From an optimization exercise on the open Yosys and OpenROAD flow, aimed at small area, a short achievable clock period and few clock cycles; shortcuts taken in it are not production practice. At most, simulation tests tie the RTL to the original design; equivalence was not proved. No activity file was given, so power comes from the tool's default toggle rates.

Setup of v9:
==> flow/design.v (excerpt) <==
module microw_emitter (
    input  wire        clk,
    input  wire        rst,          
    input  wire        cmd_valid,
    output wire        cmd_ready,
    input  wire [31:0] cmd_data,
    output reg         rsp_valid,
    output reg  [31:0] rsp_data
);
    localparam [3:0] ST_OK          = 4'd0;
    localparam [3:0] ST_NO_NEW_DATA = 4'd2;
    localparam [3:0] ST_OVERRUN     = 4'd3;
    localparam [3:0] ST_EMPTY       = 4'd6;
    localparam [3:0] ST_NOT_ACTIVE  = 4'd7;
    localparam [3:0] ST_NOT_STARTED = 4'd8;
    localparam [3:0] ST_STATE_ERROR = 4'd9;
    localparam [3:0] ST_WRONG_MODE  = 4'd10;
    localparam [3:0] ST_ILLEGAL     = 4'd11;
    function [5:0] add6(input [5:0] x, input [2:0] d);
        reg [5:0] dd;
        reg       c;
        integer   k;
        begin
            dd = {3'b000, d};
            c  = 1'b0;
            for (k = 0; k < 6; k = k + 1) begin
                add6[k] = x[k] ^ dd[k] ^ c;
                c = (x[k] & dd[k]) | (c & (x[k] ^ dd[k]));
            end
  ...
Size in the first run: ~1100 flip-flops, ~0.048 mm^2 of cells after synthesis.
clock: 8.0 ns
lec_check: 0
cap_margin: 20
core_margin: 2
core_utilization: 40
cts_cluster_diameter: 100
cts_cluster_size: 24
setup_slack_margin: 5
slew_margin: 20
tns_end_percent: 10
run.sh (not shown) runs the stock make flow with config.mk's settings and CLKGATE_MAP_FILE= SYNTH_SCRIPT=/design/flow/synth_recipe.tcl, a recipe that flattens the netlist after the stock synthesis.
Setup changes, v9 to v29
--- a/flow/design.v
+++ b/flow/design.v
@@ -242,26 +242,19 @@
             case (p_nbp)
                 2'd0:    begin x_e62 = bq[6]; x_e61 = bq[5]; x_e60 = bq[4]; end
                 2'd1:    begin x_e62 = bq[5]; x_e61 = bq[4]; x_e60 = bq[3]; end
                 2'd2:    begin x_e62 = bq[4]; x_e61 = bq[3]; x_e60 = bq[2]; end
                 default: begin x_e62 = bq[3]; x_e61 = bq[2]; x_e60 = bq[1]; end
             endcase
         end else begin x_e62 = bq[6]; x_e61 = bq[5]; x_e60 = bq[4]; end
     end
-    wire c56 = &br_cnt[5:3];
-    wire g55 = c56 | (br_cnt == 6'd55);
-    wire g57 = c56 & (br_cnt[2:0] != 3'd0);
-    wire g58 = c56 & (br_cnt[2] | br_cnt[1]);
-    wire g59 = c56 & (br_cnt[2] | (&br_cnt[1:0]));
-    wire g60 = c56 & br_cnt[2];
-    wire g61 = c56 & br_cnt[2] & (br_cnt[1] | br_cnt[0]);
-    wire g62 = c56 & br_cnt[2] & br_cnt[1];
-    wire g63 = &br_cnt;
-    wire [9:0] le = ~{1'b0, g63, g62, g61, g60, g59, g58, g57, c56, g55};
+    reg  [9:0] le;                                 
+    integer li;
+    always @(*) for (li = 0; li < 10; li = li + 1) le[li] = (br_cnt <= 6'd54 + li);
     reg  x_f1, x_f2, x_f4;
     always @(*) begin
         if (cs_start) begin x_f1 = 1'b1; x_f2 = 1'b1; x_f4 = 1'b1; end
         else if (cs_step) begin
             case (p_nw)
                 2'd0:    begin x_f1 = le[8]; x_f2 = le[7]; x_f4 = le[5]; end
                 2'd1:    begin x_f1 = le[7]; x_f2 = le[6]; x_f4 = le[4]; end
                 2'd2:    begin x_f1 = le[6]; x_f2 = le[5]; x_f4 = le[3]; end
@@ -404,16 +397,17 @@
                           (popb_go ? add6(br_rdn, 3'd1) : br_rdn);
     always @(posedge clk) begin
         if (rst) begin
             ready_q   <= 1'b1;
             q_v       <= 1'b0;
             busy      <= 1'b0;
             p_ok      <= 1'b0;
             rsp_valid <= 1'b0;
+            rsp_data  <= 32'd0;
             sr_wr     <= 5'd0;
             sr_rd     <= 5'd0;
             sr_rd3    <= 5'd3;
             sr_cnt    <= 5'd0;
             sr_bits   <= 4'd0;
             br_wr     <= 6'd0;
             br_rd     <= 6'd0;
             br_rdn    <= 6'd1;
@@ -424,16 +418,17 @@
             active    <= 1'b0;
             started   <= 1'b0;
         end else begin
             q_v     <= q_v_n;
             ready_q <= ~q_v_n | (~busy_n & p_ok_n);
             busy    <= busy_n;
             p_ok    <= p_ok_n;
             rsp_valid <= (ex | busy) & ~busy_n;
+            rsp_data  <= {r_data, 3'b000, r_rdy, r_st};
             if (ex & q_stop) active <= 1'b0;
             if (start_go | restart_go) begin
                 sr_wr   <= 5'd0;
                 sr_rd   <= 5'd0;
                 sr_rd3  <= 5'd3;
                 sr_cnt  <= 5'd0;
                 sr_bits <= 4'd0;
                 br_rd   <= 6'd0;
@@ -493,18 +488,16 @@
         p_nw    <= nw;
         p_bssz  <= bssz;
         p_nbp   <= nbp;
         p_adv   <= adv;
         p_sn    <= s_n;
         p_snz   <= (s_n == 4'd0);
         p_last  <= last;
     end
-    always @(posedge clk)
-        rsp_data <= {r_data, 3'b000, r_rdy, r_st};
     always @(posedge clk) begin
         if (rst)
             q_bra <= 6'd1;
         else if (ready_q)
             q_bra <= d_peekb ? opnd[5:0] : br_rdn_n;
     end
     always @(posedge clk) begin
         if (ready_q) begin
==> notes.md <==
Combined area of all synthesized cells delta for v29 relative to v9: 0.58% higher. Largest vdd supply drop (v29 / v9): 1.3. Looking at weighted congestion at the end of routability-driven global placement, v29 sits about 6% below v9. In the reports for v9 and v29, the smaller first-iteration DRC count belongs to v29. Total power was lower in v29 than in v9. A highest-delay cell along the critical path of sky130_fd_sc_hd__clkdlybuf4s50_1 is what v29 shows, while sky130_fd_sc_hd__o21ai_1 belongs to v9. Count of plain and timing-repair buffers (v29 vs. v9) decreases slightly. Compared to v9, the routing of v29 uses less wire. Delta (v29 minus v9): number of vias per cell after detailed routing fell by 1.8%; post-synthesis area per instance fell by 3.4%; utilization fell by 0.27 points; clock skew rose by 5.4 ps. Diff v9 -> v29: clock buffer and inverter area fraction after layout stayed essentially flat; worst hold slack saw a decrease; well-tap cell count climbed 64.
Testbench counts of v29, summed over its fixed seeds: cycles 34,663.
No functional check of the RTL was part of v9.

[afterwards: timing with drivers on the ports]
How much do the figures lean on ideal ports? The routed layouts below were timed once more, with nothing changed but the port constraints. Step 1 sets driving cells, clkbuf_16 on the clock port and buf_2 on the other inputs (assumed; they add their load-dependent delay and slew). Step 2 adds t to the input delays and takes it off the output delays; t is the mean of the earliest and latest rising clock arrival at the registers after step 1. Input paths then give back, and output paths get back, about the clock's delay inside the block. Slacks: ideal / step 1 / step 2; pairs: ideal / step 1.
| run | t (ns) | setup slack, ns | worst setup path at the end | slew at the worst register clock pin (ns) | pins driven straight from the clock port |
|---|---|---|---|---|---|
| v9 | 0.762 | 4.686 / 4.685 / 4.178 | input to register | 0.11 / 0.11 | 1 |
| v29 | 0.749 | 4.709 / 4.633 / 4.260 | input to register | 0.11 / 0.11 | 1 |
After both steps every run listed still meets setup and hold. For v9, which loses most, drivers alone change the setup slack by -0.001 ns; drivers and shift together by -0.508 ns.
